Context: an optimization exercise on an open-source flow, tuned for small area, a short achievable clock period and few clock cycles per item. The choices shown serve that exercise and are no tape-out recipe.
In this exercise RTL edits were held to simulation tests only and were not proved equivalent to the original.
Power is estimated from default activity; no workload was simulated.

<file path="flow/standard.sh">
#!/bin/bash
# synth_recipe.tcl (not shown) runs the flow's synth.tcl, then flattens the netlist and writes it again
# the make line also repeats each setting of config.mk as NAME=value (left out here)
make -C /OpenROAD-flow-scripts/flow DESIGN_CONFIG=/design/flow/config.mk WORK_HOME=/design/flow/orfs CLKGATE_MAP_FILE= SYNTH_SCRIPT=/design/flow/synth_recipe.tcl "${@:-finish}"
</file>
<file path="flow/config.mk">
export PLATFORM = sky130hd
export DESIGN_NAME = kemojo
export DESIGN_NICKNAME = kemojo
export VERILOG_FILES = /design/flow/design.v
export SDC_FILE = /design/flow/constraint.sdc
export NUM_CORES = 4
export LEC_CHECK = 0
export CAP_MARGIN = 20
export CORE_MARGIN = 2
export CORE_UTILIZATION = 56
export SETUP_SLACK_MARGIN = 5
export SLEW_MARGIN = 20
</file>
<file path="flow/design.v">
module kemojo (
    input  wire        clk,
    input  wire        rst,         
    input  wire        ev_valid,
    output wire        ev_ready,
    input  wire [2:0]  ev_type,
    input  wire [31:0] ev_data,
    output wire        out_valid,   
    output wire [7:0]  out_data,    
    output wire        timer_armed  
);
    localparam BOOT_BYTE = 8'hF1;
    localparam EV_HOST    = 3'd0;
    localparam EV_TICK    = 3'd1;
    localparam EV_KEY     = 3'd2;
    localparam EV_MOTION  = 3'd3;
    localparam EV_BUTTONS = 3'd4;
    localparam EV_EXPIRE  = 3'd5;
    localparam EV_POP     = 3'd6;
    localparam M_OFF = 2'd0, M_REL = 2'd1, M_ABS = 2'd2, M_CUR = 2'd3;
    localparam J_OFF = 2'd0, J_AUTO = 2'd1, J_MON = 2'd2;
    localparam K_TICK = 2'd0, K_KEY = 2'd1, K_MOT = 2'd2, K_DISP = 2'd3;
    localparam TS_P  = 3'd0,     
               TS_F  = 3'd1,     
               TS_M  = 3'd2,     
               TS_J  = 3'd3,     
               TS_LR = 3'd4,     
               TS_C  = 3'd5;     
    reg        rdy, ovr;
    reg [5:0]  head, hp1, tail;
    reg [6:0]  count;
    reg [7:0]  hbyte;
    reg [3:0]  ek;                   
    wire       e_v = |ek;
    reg [31:0] evd;
    reg        e_wrst, e_absd;
    reg [5:0]  tsh;                  
    reg [3:0]  steps;
    reg [7:0]  c0;
    reg [2:0]  c0len;
    reg [31:0] sr;
    reg [2:0]  cmdlen;
    reg        pause, booting, mdis, jdis, medr;
    reg [1:0]  mmode, jmode;
    reg [2:0]  action;
    reg [15:0] abs_x, abs_y, max_x, max_y;
    reg [31:0] acc_x, acc_y;         
    reg [31:0] dp_x, dp_y;           
    reg [7:0]  scale_x, scale_y, thr_x, thr_y, kc_x, kc_y;
    reg        ysign;
    reg        bl0, br0, br1;        
    reg        ppl, ppr;             
    reg [3:0]  apm;                  
    reg [4:0]  jcur0, jcur1, jprev0, jprev1;    
    reg [7:0]  jrate;
    reg        exc, fresh;
    reg [3:0]  cfx, cfy;
    reg        mvx, mvy;
    reg        p_el, p_er, p_fo, p_j0, p_j1;
    reg        pe_ok, pj_ok;
    reg        busy;
    reg [17:0] ea_x, ea_y;
    reg        eb_x, eb_y, es_x, es_y, eys;
    reg [7:0]  em_x, em_y;
    function [2:0] cmd_len;
        input [7:0] c;
        begin
            case (c)
                8'h08, 8'h0D, 8'h0F, 8'h10, 8'h11, 8'h12, 8'h13, 8'h14,
                8'h15, 8'h16, 8'h18, 8'h1A,
                8'h87, 8'h88, 8'h89, 8'h8A, 8'h8B, 8'h8C, 8'h8F, 8'h90,
                8'h92, 8'h94, 8'h95, 8'h99, 8'h9A:     cmd_len = 3'd1;
                8'h07, 8'h17, 8'h80:                   cmd_len = 3'd2;
                8'h0A, 8'h0B, 8'h0C:                   cmd_len = 3'd3;
                8'h09:                                 cmd_len = 3'd5;
                8'h0E:                                 cmd_len = 3'd6;
                8'h19:                                 cmd_len = 3'd7;
                default:                               cmd_len = 3'd0;
            endcase
        end
    endfunction
    function [31:0] add_sx;
        input [31:0] a;
        input [15:0] b;
        input        ci;
        reg [16:0] lo;
        begin
            lo = {1'b0, a[15:0]} + {1'b0, b} + {16'd0, ci};
            add_sx[15:0] = lo[15:0];
            add_sx[31:16] = (lo[16] && !b[15]) ? a[31:16] + 16'd1 :
                            (!lo[16] && b[15]) ? a[31:16] - 16'd1 : a[31:16];
        end
    endfunction
    function pkt_cmd;
        input [7:0] c;
        begin
            case (c)
                8'h0D, 8'h16,
                8'h87, 8'h88, 8'h89, 8'h8A, 8'h8B, 8'h8C, 8'h8F, 8'h90,
                8'h92, 8'h94, 8'h95, 8'h99, 8'h9A:     pkt_cmd = 1'b1;
                default:                               pkt_cmd = 1'b0;
            endcase
        end
    endfunction
    wire hold   = e_v && ((busy &&
                  ((ek[K_TICK] && (tsh[TS_P] || tsh[TS_F])) ||
                   (ek[K_DISP] && e_absd))) ||
                  (!fresh && ek[K_TICK] && (tsh[TS_P] || tsh[TS_M]) &&
                   (mmode[0] == 1'b1)) ||
                  (ek[K_TICK] && tsh[TS_P] && !(pe_ok && pj_ok)));
    wire run    = e_v && !hold;
    wire r_tick = run && ek[K_TICK];
    wire r_key  = run && ek[K_KEY];
    wire r_mot  = run && ek[K_MOT];
    wire r_disp = run && ek[K_DISP];
    wire warm   = r_disp && e_wrst;
    wire c_eq0 = (count == 7'd0);
    wire c_eq1 = (count == 7'd1);
    wire c_ge2 = !c_eq0 && !c_eq1;
    wire moff  = (mmode == M_OFF);
    wire jmon  = (jmode == J_MON);
    wire jauto = (jmode == J_AUTO);
    wire [7:0] j0raw = evd[7:0];
    wire [7:0] j1raw = evd[15:8];
    wire [4:0] jc0   = {j0raw[7] | (moff & j1raw[7]), j0raw[3:0]};
    wire [4:0] jc1   = {moff & j1raw[7], j1raw[3:0]};
    wire       br1_t = ~moff & j1raw[7];
    wire pl   = bl0;
    wire pr_t = br0 | br1_t;         
    wire pr_d = br0 | br1;           
    wire edge_l = p_el;
    wire edge_r = p_er;
    wire edges  = edge_l | edge_r;
    wire forced = p_fo;
    wire [3:0] abs_cur_t = {~pl, pl, ~pr_t, pr_t};
    wire [3:0] abs_cur_d = {~pl, pl, ~pr_d, pr_d};
    wire jch0 = p_j0;
    wire jch1 = p_j1;
    wire g2   = jch0 | jch1;
    wire t_p   = r_tick && tsh[TS_P];
    wire t_f   = r_tick && tsh[TS_F];
    wire t_m   = r_tick && tsh[TS_M];
    wire t_j   = r_tick && tsh[TS_J];
    wire t_lr  = r_tick && tsh[TS_LR];
    wire t_c   = r_tick && tsh[TS_C];
    wire t_mon = t_p && jmon;
    wire fgo   = !action[2] && forced;
    wire t_fgo = t_p && !jmon && fgo;
    wire t_main = (t_p && !jmon && !fgo) || t_m;
    wire m_k   = t_main && action[2];
    wire m_rel = t_main && !action[2] && (mmode == M_REL);
    wire m_oth = t_main && !action[2] && (moff || (mmode == M_ABS));
    wire m_cur = t_main && !action[2] && (mmode == M_CUR);
    wire rel_due = exc | edges;
    wire g1    = (m_k && edges) || (m_rel && rel_due);
    wire m_nc  = m_k || m_rel || m_oth;
    wire xr1 = mvx ? cfx[2] : cfx[3];
    wire xl1 = mvx ? cfx[0] : cfx[1];
    wire yd1 = mvy ? cfy[2] : cfy[3];
    wire yu1 = mvy ? cfy[0] : cfy[1];
    wire x1  = xr1 | xl1;
    wire y1  = yd1 | yu1;
    wire c_any  = x1 | y1;
    wire lt10   = !(steps[3] && (steps[2] || steps[1]));
    wire cur_fe = m_cur && edges;                                
    wire c_step = (m_cur && !edges && c_any) || (t_c && lt10 && c_any);
    wire c_end  = (m_cur && !edges && !c_any) || (t_c && !(lt10 && c_any));
    wire c_emit = cur_fe || c_step;
    wire j_now  = t_j || (m_nc && !g1) || c_end;
    wire t_done = t_mon || (m_nc && !(g1 && g2)) || t_j || c_end;
    wire px_in = (dp_x[31:7] == {25{dp_x[31]}});
    wire py_in = (dp_y[31:7] == {25{dp_y[31]}});
    wire [7:0] cx = px_in ? dp_x[7:0] : (dp_x[31] ? 8'h80 : 8'h7F);
    wire [7:0] cy = py_in ? dp_y[7:0] : (dp_y[31] ? 8'h80 : 8'h7F);
    wire [7:0] cy_out = ysign ? (8'd0 - cy) : cy;
    reg [63:0] dpk;   reg [3:0] dlen;
    always @* begin
        dpk = {56'd0, 8'hF6};
        dlen = 4'd8;
        case (c0)
        8'h0D: begin
            dpk[47:0] = {abs_y[7:0], abs_y[15:8], abs_x[7:0], abs_x[15:8],
                         4'd0, abs_cur_d & apm, 8'hF7};
            dlen = 4'd6;
        end
        8'h16: begin
            dpk[23:0] = {jcur1[4], 3'd0, jcur1[3:0], jcur0[4], 3'd0, jcur0[3:0], 8'hFD};
            dlen = 4'd3;
        end
        8'h87: dpk[23:8] = {5'd0, action, 8'h07};
        8'h88, 8'h89, 8'h8A: begin
            case (mmode)
            M_REL: dpk[15:8] = 8'h08;
            M_ABS: dpk[47:8] = {max_y[7:0], max_y[15:8], max_x[7:0], max_x[15:8], 8'h09};
            M_CUR: dpk[31:8] = {kc_y, kc_x, 8'h0A};
            default: dpk[15:8] = 8'h12;
            endcase
        end
        8'h8B: dpk[31:8] = {thr_y, thr_x, 8'h0B};
        8'h8C: dpk[31:8] = {scale_y, scale_x, 8'h0C};
        8'h8F, 8'h90: dpk[15:8] = ysign ? 8'h10 : 8'h0F;
        8'h92: dpk[15:8] = moff ? 8'h12 : 8'h00;
        8'h94, 8'h95, 8'h99: begin
            case (jmode)
            J_AUTO: dpk[15:8] = 8'h14;
            J_MON:  dpk[23:8] = {jrate, 8'h17};
            default: dpk[15:8] = 8'h15;
            endcase
        end
        8'h9A: dpk[15:8] = (jmode == J_OFF) ? 8'h1A : 8'h00;
        default: dlen = 4'd0;
        endcase
    end
    reg [1:0] mmode_d, jmode_d;
    reg       pause_d;
    always @* begin
        mmode_d = mmode;
        jmode_d = jmode;
        pause_d = 1'b0;
        case (c0)
        8'h08: mmode_d = M_REL;
        8'h09: mmode_d = M_ABS;
        8'h0A: mmode_d = M_CUR;
        8'h12: begin
            mmode_d = M_OFF;
            if (booting && jdis) begin
                mmode_d = M_REL;
                jmode_d = J_AUTO;
            end
        end
        8'h13: pause_d = !booting;
        8'h14: begin
            jmode_d = J_AUTO;
            mmode_d = (medr || mdis) ? M_REL : M_OFF;
        end
        8'h15: jmode_d = J_OFF;
        8'h17: jmode_d = J_MON;
        8'h1A: begin
            jmode_d = J_OFF;
            if (booting && mdis) begin
                mmode_d = M_REL;
                jmode_d = J_AUTO;
            end
        end
        default: ;
        endcase
    end
    wire [15:0] min_x_a = (abs_x > sr[31:16]) ? sr[31:16] : abs_x;      
    wire [15:0] min_y_a = (abs_y > sr[15:0])  ? sr[15:0]  : abs_y;
    wire [15:0] min_x_b = (sr[31:16] > max_x) ? max_x : sr[31:16];      
    wire [15:0] min_y_b = (sr[15:0]  > max_y) ? max_y : sr[15:0];
    wire okp = !booting && (r_disp || !pause);
    wire c_top = (count[5:3] == 3'b111);                     
    wire fge1 = !count[6];
    wire fge2 = fge1 && !(count[5:0] == 6'd63);
    wire fge3 = fge1 && !(count[5:1] == 5'b11111);
    wire fge4 = fge1 && !((count[5:2] == 4'b1111) && (count[1:0] != 2'd0));
    wire fge6 = fge1 && !(count[5:2] == 4'b1111) && !(count[5:0] == 6'd59);
    wire fge8 = fge1 && !(c_top && (count[2:0] != 3'd0));
    reg [63:0] spk;  reg [3:0] slen;  reg s_on;
    always @* begin
        spk = dpk; slen = dlen; s_on = 1'b0;
        if (r_disp) s_on = 1'b1;
        if (r_key) begin
            s_on = !jmon;
            spk[7:0] = {~evd[7], evd[6:0]};
            slen = 4'd1;
        end
        if (t_mon) begin
            s_on = 1'b1;
            spk[15:0] = {j0raw[3:0], j1raw[3:0], 6'd0, j0raw[7], j1raw[7]};
            slen = 4'd2;
        end
        if (t_f) begin
            s_on = 1'b1;
            spk[47:0] = {abs_y[7:0], abs_y[15:8], abs_x[7:0], abs_x[15:8],
                         4'd0, abs_cur_t & apm, 8'hF7};
            slen = 4'd6;
        end
        if (m_rel && rel_due) begin
            s_on = 1'b1;
            spk[23:0] = {cy_out, cx, 6'b111110, pl, pr_t};
            slen = 4'd3;
        end
    end
    wire s_fit = (slen == 4'd1) ? fge1 : (slen == 4'd2) ? fge2 : (slen == 4'd3) ? fge3 :
                 (slen == 4'd6) ? fge6 : (slen == 4'd8) ? fge8 : 1'b0;
    wire s_adm = s_on && okp && s_fit;
    reg [15:0] q1, q2;  reg q1on, q2on, q1two, q2two;
    always @* begin
        q1 = 16'd0; q2 = 16'd0; q1on = 1'b0; q2on = 1'b0; q1two = 1'b1; q2two = 1'b1;
        if (c_emit) begin
            q1 = xr1 ? 16'hCD4D : 16'hCB4B;  q1on = x1;
            q2 = yd1 ? 16'hD050 : 16'hC848;  q2on = y1;
        end
        if ((m_k && edges) || t_lr) begin
            q1 = {8'd0, pl   ? 8'h74 : 8'hF4};  q1on = edge_l;  q1two = 1'b0;
            q2 = {8'd0, pr_t ? 8'h75 : 8'hF5};  q2on = edge_r;  q2two = 1'b0;
        end
        if (j_now) begin
            q1 = {jc0[4], 3'd0, jc0[3:0], 8'hFE};  q1on = jch0;
            q2 = {jc1[4], 3'd0, jc1[3:0], 8'hFF};  q2on = jch1;
        end
    end
    wire       p_a1 = okp && q1on && (q1two ? fge2 : fge1);
    wire       p_f2 = !p_a1 ? (q2two ? fge2 : fge1) :
                      q1two ? (q2two ? fge4 : fge3) : (q2two ? fge3 : fge2);
    wire       p_a2 = okp && q2on && p_f2;
    wire [2:0] p_l1 = p_a1 ? (q1two ? 3'd2 : 3'd1) : 3'd0;
    reg  [2:0] p_n;
    always @* begin
        case ({p_a1, p_a2, q1two, q2two})
        4'b0100: p_n = 3'd1;
        4'b0101: p_n = 3'd2;
        4'b0110: p_n = 3'd1;
        4'b0111: p_n = 3'd2;
        4'b1000: p_n = 3'd1;
        4'b1001: p_n = 3'd1;
        4'b1010: p_n = 3'd2;
        4'b1011: p_n = 3'd2;
        4'b1100: p_n = 3'd2;
        4'b1101: p_n = 3'd3;
        4'b1110: p_n = 3'd3;
        4'b1111: p_n = 3'd4;
        default: p_n = 3'd0;
        endcase
    end
    reg  [31:0] pv;
    always @* begin
        case (p_l1)
        3'd0:    pv = {16'd0, q2};
        3'd1:    pv = {8'd0, q2, q1[7:0]};
        default: pv = {q2, q1};
        endcase
    end
    wire        pair_on = (m_k && edges) || t_lr || j_now || c_emit;
    wire [3:0]  n_wr = s_adm ? slen : pair_on ? {1'b0, p_n} : 4'd0;
    wire [63:0] vw   = pair_on ? {32'd0, pv} : spk;
    wire        wr_any = (n_wr != 4'd0);
    wire        wr2    = (n_wr[3:1] != 3'd0);
    assign ev_ready = rdy;
    wire take   = ev_valid && rdy && !rst;
    wire a_host = take && (ev_type == EV_HOST);
    wire a_tick = take && (ev_type == EV_TICK);
    wire a_key  = take && (ev_type == EV_KEY);
    wire a_mot  = take && (ev_type == EV_MOTION);
    wire a_btn  = take && (ev_type == EV_BUTTONS);
    wire a_exp  = take && (ev_type == EV_EXPIRE) && booting;
    wire a_pop  = take && (ev_type == EV_POP) && (!c_eq0 || wr_any);
    wire [7:0] hb       = ev_data[7:0];
    wire       host_new = (cmdlen == 3'd0);
    wire [2:0] host_len = host_new ? cmd_len(hb) : c0len;
    wire       host_kn  = (host_len != 3'd0);
    wire       host_fin = host_kn && (cmdlen + 3'd1 == host_len);
    wire       h_cap    = host_new && pkt_cmd(hb);
    wire       h_wrst   = !host_new && (c0 == 8'h80) && (hb == 8'h01);
    wire       h_absd   = host_new ? (hb == 8'h0D) : ((c0 == 8'h09) || (c0 == 8'h0E));
    wire       a_disp   = a_host && host_fin;
    wire [7:0] h_first  = (hb == 8'h0D) ? 8'hF7 : (hb == 8'h16) ? 8'hFD : 8'hF6;
    wire [3:0] wlim = count[6] ? 4'd0 : c_top ? (4'd8 - {1'b0, count[2:0]}) : 4'd8;
    wire [7:0] rdb [0:7];
    genvar b;
    generate
        for (b = 0; b < 8; b = b + 1) begin : g_bank
            reg  [7:0] bm [0:7];
            wire [2:0] k   = b[2:0] - tail[2:0];
            wire       we  = ({1'b0, k} < wlim);
            wire [2:0] row = tail[5:3] + ((b[2:0] < tail[2:0]) ? 3'd1 : 3'd0);
            always @(posedge clk) begin
                if (we)
                    bm[row] <= vw[8*k +: 8];
            end
            assign rdb[b] = bm[hp1[5:3]];
        end
    endgenerate
    wire [7:0] rd_next = rdb[hp1[2:0]];
    assign out_valid   = ovr;
    assign out_data    = hbyte;
    assign timer_armed = booting;
    wire [8:0] kcx2 = {1'b0, kc_x};
    wire [8:0] kcy2 = {1'b0, kc_y};
    reg  [31:0] opx, opy;
    reg         cix, ciy;
    always @* begin
        if (ek[K_MOT]) begin                              
            opx = {{16{evd[15]}}, evd[15:0]};   cix = 1'b0;
            opy = {{16{evd[31]}}, evd[31:16]};  ciy = 1'b0;
        end else if (mmode == M_REL) begin
            opx = dp_x[31] ? 32'd128 : 32'hFFFFFF81;  cix = 1'b0;
            opy = dp_y[31] ? 32'd128 : 32'hFFFFFF81;  ciy = 1'b0;
        end else begin                                       
            opx = xr1 ? ~{23'd0, kcx2} : {23'd0, kcx2};  cix = xr1;
            opy = yd1 ? ~{23'd0, kcy2} : {23'd0, kcy2};  ciy = yd1;
        end
    end
    wire [31:0] sum_dx = add_sx(dp_x, opx[15:0], cix);
    wire [31:0] sum_dy = add_sx(dp_y, opy[15:0], ciy);
    wire dp_we = r_mot || t_mon || m_k || m_oth || (m_rel && rel_due) || (c_emit && (x1 || y1));
    reg [31:0] dp_x_n, dp_y_n;
    always @* begin
        dp_x_n = dp_x;
        dp_y_n = dp_y;
        if (rst || warm || t_mon || m_k || m_oth) begin
            dp_x_n = 32'd0;
            dp_y_n = 32'd0;
        end else if (r_mot) begin
            dp_x_n = sum_dx;
            dp_y_n = sum_dy;
        end else if (m_rel && rel_due) begin
            dp_x_n = px_in ? 32'd0 : sum_dx;
            dp_y_n = py_in ? 32'd0 : sum_dy;
        end else if (c_emit) begin
            if (x1) dp_x_n = sum_dx;
            if (y1) dp_y_n = sum_dy;
        end
    end
    function exc_f;
        input [31:0] d;
        input [7:0]  t;
        reg in;
        reg [7:0] c;
        reg [8:0] mag;
        begin
            in    = (d[31:7] == {25{d[31]}});
            c     = in ? d[7:0] : (d[31] ? 8'h80 : 8'h7F);
            mag   = c[7] ? (9'd0 - {1'b1, c}) : {1'b0, c};
            exc_f = (mag > {1'b0, t});
        end
    endfunction
    function [3:0] cur_f;
        input [31:0] d;
        input [7:0]  k;
        reg nz;
        reg [10:0] s1, s2;
        begin
            nz = (d != 32'd0);
            s1 = {{1{d[9]}}, d[9:0]} + {3'd0, k};             
            s2 = d[10:0] + {2'd0, k, 1'b0};                   
            cur_f[3] = !d[31] && nz && ((d[30:8] != 23'd0) || (d[7:0] >= k));
            cur_f[2] = !d[31] && nz && ((d[30:9] != 22'd0) || (d[8:0] >= {k, 1'b0}));
            cur_f[1] = d[31] && ((d[30:9] != {22{1'b1}}) || s1[10] || (s1 == 11'd0));
            cur_f[0] = d[31] && ((d[30:10] != {21{1'b1}}) || s2[10] || (s2 == 11'd0));
        end
    endfunction
    wire [31:0] acc_x_n = (warm || t_p) ? 32'd0 :
                          r_mot ? add_sx(acc_x, evd[15:0], 1'b0) : acc_x;
    wire [31:0] acc_y_n = (warm || t_p) ? 32'd0 :
                          r_mot ? add_sx(acc_y, evd[31:16], 1'b0) : acc_y;
    wire [7:0]  scale_x_n = (rst || warm) ? 8'd1 : (r_disp && c0 == 8'h0C) ? sr[15:8] : scale_x;
    wire [7:0]  scale_y_n = (rst || warm) ? 8'd1 : (r_disp && c0 == 8'h0C) ? sr[7:0]  : scale_y;
    wire        ysign_n   = (rst || warm) ? 1'b0 : (r_disp && c0 == 8'h0F) ? 1'b0 :
                            (r_disp && c0 == 8'h10) ? 1'b1 : ysign;
    reg d_mode;
    always @* begin
        case (c0)
        8'h07, 8'h08, 8'h09, 8'h0A, 8'h12, 8'h14, 8'h15, 8'h17, 8'h1A: d_mode = r_disp;
        default: d_mode = 1'b0;
        endcase
    end
    wire [15:0] pd   = (take && (ev_type == EV_TICK)) ? ev_data[15:0] : evd[15:0];
    wire        pd_r = br0 | (~moff & pd[15]);
    wire [4:0]  pd_j0 = {pd[7] | (moff & pd[15]), pd[3:0]};
    wire [4:0]  pd_j1 = {moff & pd[15], pd[11:8]};
    wire        pd_press   = (pl & ~ppl) | (pd_r & ~ppr);
    wire        pd_release = (~pl & ppl) | (~pd_r & ppr);
    wire        st   = t_p;                                   
    wire        e_on = st || busy;
    wire [17:0] sa_x = ea_x;
    wire [17:0] sa_y = ea_y;
    wire        sb_x = eb_x;
    wire        sb_y = eb_y;
    wire        ss_x = es_x;
    wire        ss_y = es_y;
    wire [7:0]  sm_x = em_x;
    wire [7:0]  sm_y = em_y;
    wire        sys  = eys;
    wire [18:0] ax19 = {{1{sa_x[17]}}, sa_x};
    wire [18:0] ay19 = sys ? ~{{1{sa_y[17]}}, sa_y} : {{1{sa_y[17]}}, sa_y};
    wire [18:0] px = {3'd0, abs_x} + ax19;
    wire [18:0] py = {3'd0, abs_y} + ay19 + {18'd0, sys};
    wire [18:0] gx_a = {3'd0, abs_x}, gx_b = ax19, gx_c = {3'b111, ~max_x};
    wire [18:0] gy_a = {3'd0, abs_y}, gy_b = ay19, gy_c = {3'b111, ~max_y};
    wire [18:0] gx_s = gx_a ^ gx_b ^ gx_c;
    wire [18:0] gx_k = (gx_a & gx_b) | (gx_a & gx_c) | (gx_b & gx_c);
    wire [18:0] gy_s = gy_a ^ gy_b ^ gy_c;
    wire [18:0] gy_k = (gy_a & gy_b) | (gy_a & gy_c) | (gy_b & gy_c);
    wire [18:0] gx = gx_s + {gx_k[17:0], 1'b0};
    wire [18:0] gy = gy_s + {gy_k[17:0], sys};
    wire [15:0] nx = sb_x ? (ss_x ? 16'd0 : max_x) :
                     px[18] ? 16'd0 : !gx[18] ? max_x : px[15:0];
    wire [15:0] ny = sb_y ? ((ss_y ^ sys) ? 16'd0 : max_y) :
                     py[18] ? 16'd0 : !gy[18] ? max_y : py[15:0];
    wire [7:0]  em_x_n = sm_x >> 1;
    wire [7:0]  em_y_n = sm_y >> 1;
    wire        busy_n = !(rst || warm) && e_on && ((em_x_n != 8'd0) || (em_y_n != 8'd0));
    wire [6:0] cb_p  = count + 7'd1;
    wire [6:0] cb_m  = count - 7'd1;
    wire [6:0] cbase = a_pop ? cb_m : a_exp ? cb_p : count;
    wire [6:0] cb_hi = {cbase[6:3], 3'd0} + 7'd8;
    wire [3:0] c_lo  = {1'b0, cbase[2:0]} + n_wr;
    wire [6:0] count_n = {(c_lo[3] ? cb_hi[6:3] : cbase[6:3]), c_lo[2:0]};
    wire [5:0] tbase = a_exp ? tail + 6'd1 : tail;
    wire [5:0] tb_hi = {tbase[5:3], 3'd0} + 6'd8;
    wire [3:0] t_lo  = {1'b0, tbase[2:0]} + n_wr;
    wire [5:0] tail_n = {(t_lo[3] ? tb_hi[5:3] : tbase[5:3]), t_lo[2:0]};
    wire       cn_eq0  = c_eq0 && !wr_any && !a_exp;      
    wire       pause_n = r_disp ? pause_d : pause;
    wire [1:0] jmode_n = r_disp ? jmode_d : jmode;
    wire       key_adm = !booting && !pause_n && (jmode_n != J_MON);
    wire       e_cont  = e_v && !(run && (!ek[K_TICK] || t_done));
    reg  [5:0] tsh_n;
    always @* begin
        tsh_n = tsh;
        if (t_fgo) tsh_n = 6'd1 << TS_F;
        if (t_f)   tsh_n = 6'd1 << TS_M;
        if (m_nc && g1 && g2) tsh_n = 6'd1 << TS_J;
        if (cur_fe) tsh_n = 6'd1 << TS_LR;
        if (t_lr || c_step) tsh_n = 6'd1 << TS_C;
    end
    wire pc_el  = pl ^ ppl;
    wire pc_er  = pd_r ^ ppr;
    wire pc_fo  = (action[0] & pd_press) | (action[1] & pd_release);
    wire pc_j0  = jauto && (pd_j0 != jprev0);
    wire pc_j1  = jauto && (pd_j1 != jprev1);
    wire pe_okn = !(d_mode || m_nc || c_end || t_lr || warm);
    wire pj_okn = !(d_mode || j_now || warm);
    wire frsh_n = !(rst || warm || dp_we || (r_disp && (c0 == 8'h0A || c0 == 8'h0B)));
    wire exc_d  = exc_f(dp_x, thr_x) | exc_f(dp_y, thr_y);
    wire [3:0] cfx_d = cur_f(dp_x, kc_x);
    wire [3:0] cfy_d = cur_f(dp_y, kc_y);
    wire cany_d = cfx_d[3] | cfx_d[1] | cfy_d[3] | cfy_d[1];
    wire pc_edg  = pc_el | pc_er;
    wire pc_g2   = pc_j0 | pc_j1;
    wire tp_last = jmon ||
                   (!(!action[2] && pc_fo) &&
                    (action[2]         ? !(pc_edg && pc_g2) :
                     (mmode == M_REL)  ? !((exc_d || pc_edg) && pc_g2) :
                     (mmode == M_CUR)  ? !(pc_edg || cany_d) : 1'b1));
    wire tp_safe = tp_last && !busy_n && pe_okn && pj_okn && (frsh_n || !mmode[0]);
    reg       tp_any;
    reg [7:0] tp_b0;
    always @* begin
        tp_any = 1'b1;
        tp_b0  = 8'hFE;
        if (jmon)
            tp_b0 = {6'd0, pd[7], pd[15]};
        else if (action[2] && pc_el)
            tp_b0 = pl ? 8'h74 : 8'hF4;
        else if (action[2] && pc_er)
            tp_b0 = pd_r ? 8'h75 : 8'hF5;
        else if (!action[2] && (mmode == M_REL) && (exc_d || pc_edg))
            tp_b0 = {6'b111110, pl, pd_r};
        else if (pc_j0)
            tp_b0 = 8'hFE;
        else if (pc_j1)
            tp_b0 = 8'hFF;
        else
            tp_any = 1'b0;
    end
    wire tp_adm  = tp_any && !booting && !pause_n;
    wire tp_fast = tp_safe;
    wire rdy_n = take ? !((a_tick && !tp_fast) || (a_disp && (h_wrst || (h_absd && busy_n)))) :
                 !e_cont ? 1'b1 :
                 (ek[K_TICK] && tsh_n[TS_J] && !cn_eq0);
    always @(posedge clk) begin
        exc   <= exc_d;
        cfx   <= cfx_d;
        cfy   <= cfy_d;
        fresh <= frsh_n;
        mvx   <= c_emit && x1;
        mvy   <= c_emit && y1;
        p_el  <= pc_el;
        p_er  <= pc_er;
        p_fo  <= pc_fo;
        p_j0  <= pc_j0;
        p_j1  <= pc_j1;
        pe_ok <= pe_okn;
        pj_ok <= pj_okn;
        dp_x <= dp_x_n;
        dp_y <= dp_y_n;
        busy <= busy_n;
        if (busy_n) begin
            ea_x <= {sa_x[16:0], 1'b0};
            ea_y <= {sa_y[16:0], 1'b0};
            eb_x <= sb_x | (sa_x[17] ^ sa_x[16]);
            eb_y <= sb_y | (sa_y[17] ^ sa_y[16]);
            em_x <= em_x_n;
            em_y <= em_y_n;
        end else begin
            ea_x <= acc_x_n[17:0];
            ea_y <= acc_y_n[17:0];
            eb_x <= (acc_x_n[31:17] != {15{acc_x_n[31]}});
            eb_y <= (acc_y_n[31:17] != {15{acc_y_n[31]}});
            es_x <= acc_x_n[31];
            es_y <= acc_y_n[31];
            eys  <= ysign_n;
            em_x <= (scale_x_n > 8'd1) ? scale_x_n : 8'd1;
            em_y <= (scale_y_n > 8'd1) ? scale_y_n : 8'd1;
        end
        if (rst || warm) begin
            rdy           <= 1'b1;
            ovr           <= 1'b0;
            ek            <= 4'd0;
            cmdlen        <= 3'd0;
            head          <= 6'd0;
            hp1           <= 6'd1;
            tail          <= 6'd0;
            count         <= 7'd0;
            pause         <= 1'b0;
            mmode         <= M_REL;
            jmode         <= J_AUTO;
            action        <= 3'd0;
            abs_x         <= 16'd0;
            abs_y         <= 16'd0;
            max_x         <= 16'hFFFF;
            max_y         <= 16'hFFFF;
            acc_x         <= 32'd0;
            acc_y         <= 32'd0;
            scale_x       <= 8'd1;
            scale_y       <= 8'd1;
            thr_x         <= 8'd1;
            thr_y         <= 8'd1;
            kc_x          <= 8'd1;
            kc_y          <= 8'd1;
            ysign         <= 1'b0;
            if (rst) begin
                bl0       <= 1'b0;
                br0       <= 1'b0;
            end
            br1           <= 1'b0;
            ppl           <= 1'b0;
            ppr           <= 1'b0;
            apm           <= 4'b0101;
            jcur0         <= 5'd0;
            jcur1         <= 5'd0;
            jprev0        <= 5'd0;
            jprev1        <= 5'd0;
            jrate         <= 8'd1;
            booting       <= 1'b1;
            mdis          <= 1'b0;
            jdis          <= 1'b0;
            medr          <= 1'b0;
        end else begin
            rdy <= rdy_n;
            ovr <= (a_tick && tp_fast && cn_eq0 && tp_adm) || a_exp || (a_pop ? (c_ge2 || (c_eq1 && wr_any) || wr2) : (!c_eq0 || wr_any)) ||
                   (a_key && key_adm) || (a_disp && h_cap && !booting);
            acc_x <= acc_x_n;
            acc_y <= acc_y_n;
            if (r_disp) begin
                pause <= pause_d;
                mmode <= mmode_d;
                jmode <= jmode_d;
                case (c0)
                8'h07: action <= sr[2:0];
                8'h08: if (booting) medr <= 1'b1;
                8'h09: begin
                    max_x <= sr[31:16];
                    max_y <= sr[15:0];
                    abs_x <= min_x_a;
                    abs_y <= min_y_a;
                end
                8'h0A: begin
                    kc_x  <= sr[15:8];
                    kc_y  <= sr[7:0];
                end
                8'h0B: begin
                    thr_x <= sr[15:8];
                    thr_y <= sr[7:0];
                end
                8'h0C: begin
                    scale_x <= sr[15:8];
                    scale_y <= sr[7:0];
                end
                8'h0D: apm <= ~abs_cur_d;
                8'h0E: begin
                    abs_x <= min_x_b;
                    abs_y <= min_y_b;
                end
                8'h0F: ysign <= 1'b0;
                8'h10: ysign <= 1'b1;
                8'h12: if (booting) mdis <= 1'b1;
                8'h17: jrate <= (sr[7:0] == 8'd0) ? 8'd1 : sr[7:0];
                8'h1A: if (booting) jdis <= 1'b1;
                default: ;
                endcase
            end
            if (e_on) begin
                if (sm_x[0]) abs_x <= nx;
                if (sm_y[0]) abs_y <= ny;
            end
            if (t_p) begin
                jcur0 <= jc0;
                jcur1 <= jc1;
                br1   <= br1_t;
            end
            if (t_f)
                apm <= ~abs_cur_t;
            if (m_nc || c_end) begin
                ppl <= pl;
                ppr <= pr_t;
            end
            if (t_lr) begin
                if (edge_l) ppl <= pl;
                if (edge_r) ppr <= pr_t;
            end
            if (cur_fe)
                steps <= 4'd1;
            if (c_step)
                steps <= (m_cur ? 4'd0 : steps) + 4'd1;
            if (j_now) begin
                if (jch0) jprev0 <= jc0;
                if (jch1) jprev1 <= jc1;
            end
            tsh <= tsh_n;
            if (!e_cont)
                ek <= 4'd0;
            if (a_host) begin
                sr <= {sr[23:0], hb};
                if (host_new) begin
                    c0    <= hb;
                    c0len <= host_len;
                end
                if (!host_kn) begin
                    cmdlen <= 3'd0;
                end else begin
                    if (host_fin) begin
                        cmdlen <= 3'd0;
                        ek     <= 4'd1 << K_DISP;
                        e_wrst <= h_wrst;
                        e_absd <= h_absd;
                    end else begin
                        cmdlen <= cmdlen + 3'd1;
                    end
                end
            end
            if (a_tick || a_key || a_mot) begin
                ek    <= {a_disp, a_mot, a_key, a_tick};
                evd   <= ev_data;
                tsh   <= 6'd1 << TS_P;
            end
            if (a_btn) begin
                bl0 <= ev_data[0];
                br0 <= ev_data[1];
            end
            if (a_exp) begin
                booting <= 1'b0;
                medr    <= 1'b0;
            end
            if (a_pop) begin
                head <= hp1;
                hp1  <= hp1 + 6'd1;
            end
            tail  <= tail_n;
            count <= count_n;
            if (a_exp)
                hbyte <= BOOT_BYTE;
            else if (a_pop)
                hbyte <= !c_eq0 && !c_eq1 ? rd_next : c_eq1 ? vw[7:0] : vw[15:8];
            else if (c_eq0 && wr_any)
                hbyte <= vw[7:0];
            else if (c_eq0)      
                hbyte <= (ev_type == EV_KEY)  ? {~ev_data[7], ev_data[6:0]} :
                         (ev_type == EV_TICK) ? tp_b0 : h_first;
        end
    end
endmodule
</file>
<file path="flow/flow/run.sh">
#!/bin/bash
# Standard layout (the standard.sh), with the setup repair aiming further
# below the clock period: the repair margin is raised from 5 ns to 6 ns.
# Every tool's output goes to standard.log in this folder.
set -e
sed 's/SETUP_SLACK_MARGIN=5/SETUP_SLACK_MARGIN=6/' standard.sh > standard_m6.sh
bash standard_m6.sh > standard.log 2>&1
</file>
<file path="flow/constraint.sdc">
create_clock -name core_clock -period 11.0 [get_ports {clk}]
set_input_delay 2.2000 -clock core_clock [delete_from_list [all_inputs] [get_ports {clk}]]
set_output_delay 2.2000 -clock core_clock [all_outputs]
set_load 0.01 [all_outputs]
</file>
==> run notes <==
## path summary, 6_finish.rpt
| path | start | slack [ns] | cells past startpoint | end |
|---|---|---|---|---|
| setup / recovery | mmode[1] | 5.92 | 27 | count[6] |
| hold / removal | em_y[6] | 0.44 | 2 | em_y[5] |
| setup reg to reg | mmode[1] | 5.92 | 27 | count[6] |
| hold reg to reg | em_y[6] | 0.44 | 2 | em_y[5] |
## tightest hold or removal path, delay by kind of cell, from the launching register on
kind | cells | cell delay [ns]
flops | 1 | 0.31
simple gates | 2 | 0.09
## sequential cells by signal (all words and copies together) (netlist names), 16 cells and up, named ones only
signal	count
abs_y	16
sr	32
max_y	16
acc_x	32
acc_y	32
dp_y	32
dp_x	32
evd	32
max_x	16
ea_y	18
ea_x	18
g_bank.bm	512
abs_x	16
## repair_timing
item                                    CTS  global route
resized for setup                       107           111
endpoints found under the setup margin  347           237
cloned                                    2             1
setup buffers                            37            28
pin swaps                                18            43
endpoints found under the hold margin     0             0
## logic make-up after synthesis
kind of cell	after synthesis	share of synthesized area, %
DFF	1005	44.33
AOI/OAI and AO/OA	1376	15.23
and+or+nand+nor	1911	15.20
muxes	370	9.298
xor gates and xnor gates	208	3.077
buffers and inverters	611	3.930
adders and majority gates	396	8.939
## per-stage QoR
| step | cells | util, % | instance area [µm²] | power (µW) |
|---|---|---|---|---|
| after floorplan | 5877 | - | 59220 | 4802 |
| final | 7417 | 63.13 | 66360 | 8882 |
| after global routing | 7413 | 63.12 | 66350 | 9151 |
| after CTS | 7384 | 62.50 | 65700 | 8807 |
| after global placement | 7143 | 58.45 | 61440 | 5109 |
| after detailed placement | 7143 | 58.46 | 61450 | 5113 |
## cell type report
cell class	instances	area, µm²	area share, %
Antenna cell	4	10.01	0.01508
Clock inverter	41	519.2	0.7824
Sequential cell	1005	26280	39.60
Multi-Input combinational cell	4263	31600	47.61
Clock buffer	161	3034	4.572
Inverter	305	1154	1.738
Tap cell	1391	1740	2.623
Timing Repair Buffer	247	2024	3.051
## layer usage
metal	track usage (%)	part of all wire, %
met1	46.26	39
met4	21.37	6.9
met5	0	0.015
met3	5.287	7.6
met2	58.01	46
## cells in the final DEF (no fill, tap or decap), drive strengths merged, types with 26 or more instances in the layout
master	synthesis	final
a211oi	48	48
a21o	67	69
a21oi	410	410
a221oi	77	77
a22o	29	29
a22oi	45	45
a31oi	63	63
and2	37	37
and3	45	45
buf	50	199
clkbuf	256	165
clkdlybuf4s50	0	40
clkinv	0	26
dfxtp	393	393
edfxtp	612	612
fa	45	45
ha	351	351
inv	305	308
mux2	60	60
mux2i	172	172
mux4	138	138
nand2	584	584
nand2b	44	44
nand3	114	114
nand4	53	53
nor2	550	550
nor2b	57	57
nor3	193	193
nor4	58	58
o211ai	64	64
o21a	36	36
o21ai	265	265
o21bai	32	32
o22ai	41	41
o31ai	30	30
or3	56	56
xnor2	119	119
xor2	89	89
## power groups by stage
stage	registers, µW	clock network [µW]	logic (µW)
finish	4080	3670	1140
global route	4080	3850	1220
detailed placement	4150	0	962
CTS	4070	3700	1040
global placement	4150	0	958
floorplan	4130	0	674
==> results.yml <==
final_layout:
  area_delta_synth_final_pct: 12.08
  nets: 6364
  drive_gt1_share_pct: 12.80
  fill_cells: 8735
synthesis:
  yosys.area.top_type_share_pct: 31.04
  ys_seq_area_share_pct: 44.33
  syn_area_per_cell_um2: 10.07
  syn_nets: 6311
  synth.most_common_cell: "edfxtp_1"
  synthArstFlopShare_pct: 0
  yosys-top-cells-area: "edfxtp_1 31%, dfxtp_1 13%, ha_1 7.4%"
  synth-seq-cells: 1005
  ys_types: 103
  synth_flop_cell: "edfxtp_1"
  synth-warning-count: 1
  syn_inst: 5877
  netlist_top_cells_count: "612 x edfxtp_1, 584 x nand2_1, 550 x nor2_1"
  synth_edf_count: 612
  netlist_area_um2: 59210
  yosysTopAreaCell: "edfxtp_1"
placement:
  gp_congestion: 0.9806
  io_buffers: 48
  post-place-ws_ns: 4.699
  dp_hpwl_um: 145100
timing:
  setup_viol: 0
  setup_ws_ns: 5.923
  fin_setup_tns_ns: 0
  tightest_slew_ns: 1.129
  fin_skew_ns: 0.03464
  slew_viol_final: 0
  hold_viol: 0
  slew_headroom_pct: 24.76
  clock.fmax_mhz: 197.0
  whs_ns: 0.4401
  rsz0062_at_grt: "yes"
  fin_crit_sh_pct: 46.16
  fin_crit_ns: 5.077
drt:
  dr_total_vias: 47950
  drtIter0Drc: 5261
  ant_nets: 0
  routed_wl_um: 198300
  wl_per_cell_um: 26.73
  first_pass_iters: 9
  drc: 0
  vias_per_cell: 6.465
die:
  die_area_um2: 108300
  io_pins: 49
  num_rows: 119
  fp.coreArea_um2: 105100
  die_y_um: 329.2
  initial_core_util_pct: 56.33
  die_x_um: 329.2
cts:
  clk_pin_slew_ns: 0.07
  clkSinkCount: 1005
  cts_tree: "built"
  h-tree-depth: 3
  postCtsHoldBufs: 0
  cts_buffer_depth: 3
  cts_root_buf: "clkbuf_16"
  numCtsBuffers: 108
  worstSkewPairLatency_ns: 0.74
global_routing:
  first_global_vias: 45120
  grt_use_total_pct: 35.99
  grt_pass1_wl_um: 290900
  grt_max_degree: 79
  antenna_found_initial: 7
  grt.overflow.total: 0
worst_setup_path:
  cpMaxStageDelayCell: "dfxtp_4"
  critical_path_arrival_ns: 5.66
  worstSetupPathType: "flip-flop to flip-flop"
  cp_max_fo: 4
  cpPeakStageDelay_ns: 0.38
  path_buf_inv: 5
  cpLargestDelayFamily: "simple AND/OR/NAND/NOR gates"
  cp.required_ns: 11.59
  cp-start-kind: "flip-flop"
  crit_path_end_kind: "flip-flop"
hold_path:
  hp-class: "flip-flop to flip-flop"
run_status:
  status: "complete, no violations"
pwr:
  vdd_drop_max_mv: 0.1479
  p_sw_uw: 2323
  power_frac_clock_pct: 41.3
  p_per_area_nw_per_um2: 133.8
  p_leak_uw: 0.02563
  internal_power_uw: 6559
  switching_share_pct: 26.16
  power.share.combinational_pct: 12.8
  p_seq_share_pct: 45.9
run:
  maxCapViolations: 0
Testbench counts, summed over its fixed seeds: cycles 27,240, events 24,014.

afterwards: timing with drivers on the ports:
How much do the figures lean on ideal ports? The routed layout below was timed once more, with nothing changed but the port constraints.
Step 1 (the two cells are an assumption about what drives the block):
set clk [get_ports {clk}]
set_driving_cell -lib_cell sky130_fd_sc_hd__clkbuf_16 $clk
set_driving_cell -lib_cell sky130_fd_sc_hd__buf_2 [delete_from_list [all_inputs] $clk]
Step 2 adds t to the input delays and takes it off the output delays; t is the mean of the earliest and latest rising clock arrival at the registers after step 1. Input paths then give back, and output paths get back, about the clock's delay inside the block.
Three values: no drivers, after step 1, after step 2; two values: the first two.
t (ns): 0.798
setup WS [ns]: 5.923 / 5.923 / 5.241
hold WS [ns]: 0.440 / 0.440 / 0.440
clock arrival spread, ns: 0.035 / 0.034
cell pins on the clock port's net: 1
After both steps setup and hold are still met in this run. The setup slack of this run moves by 0.000 ns with the drivers and by -0.682 ns with both steps.
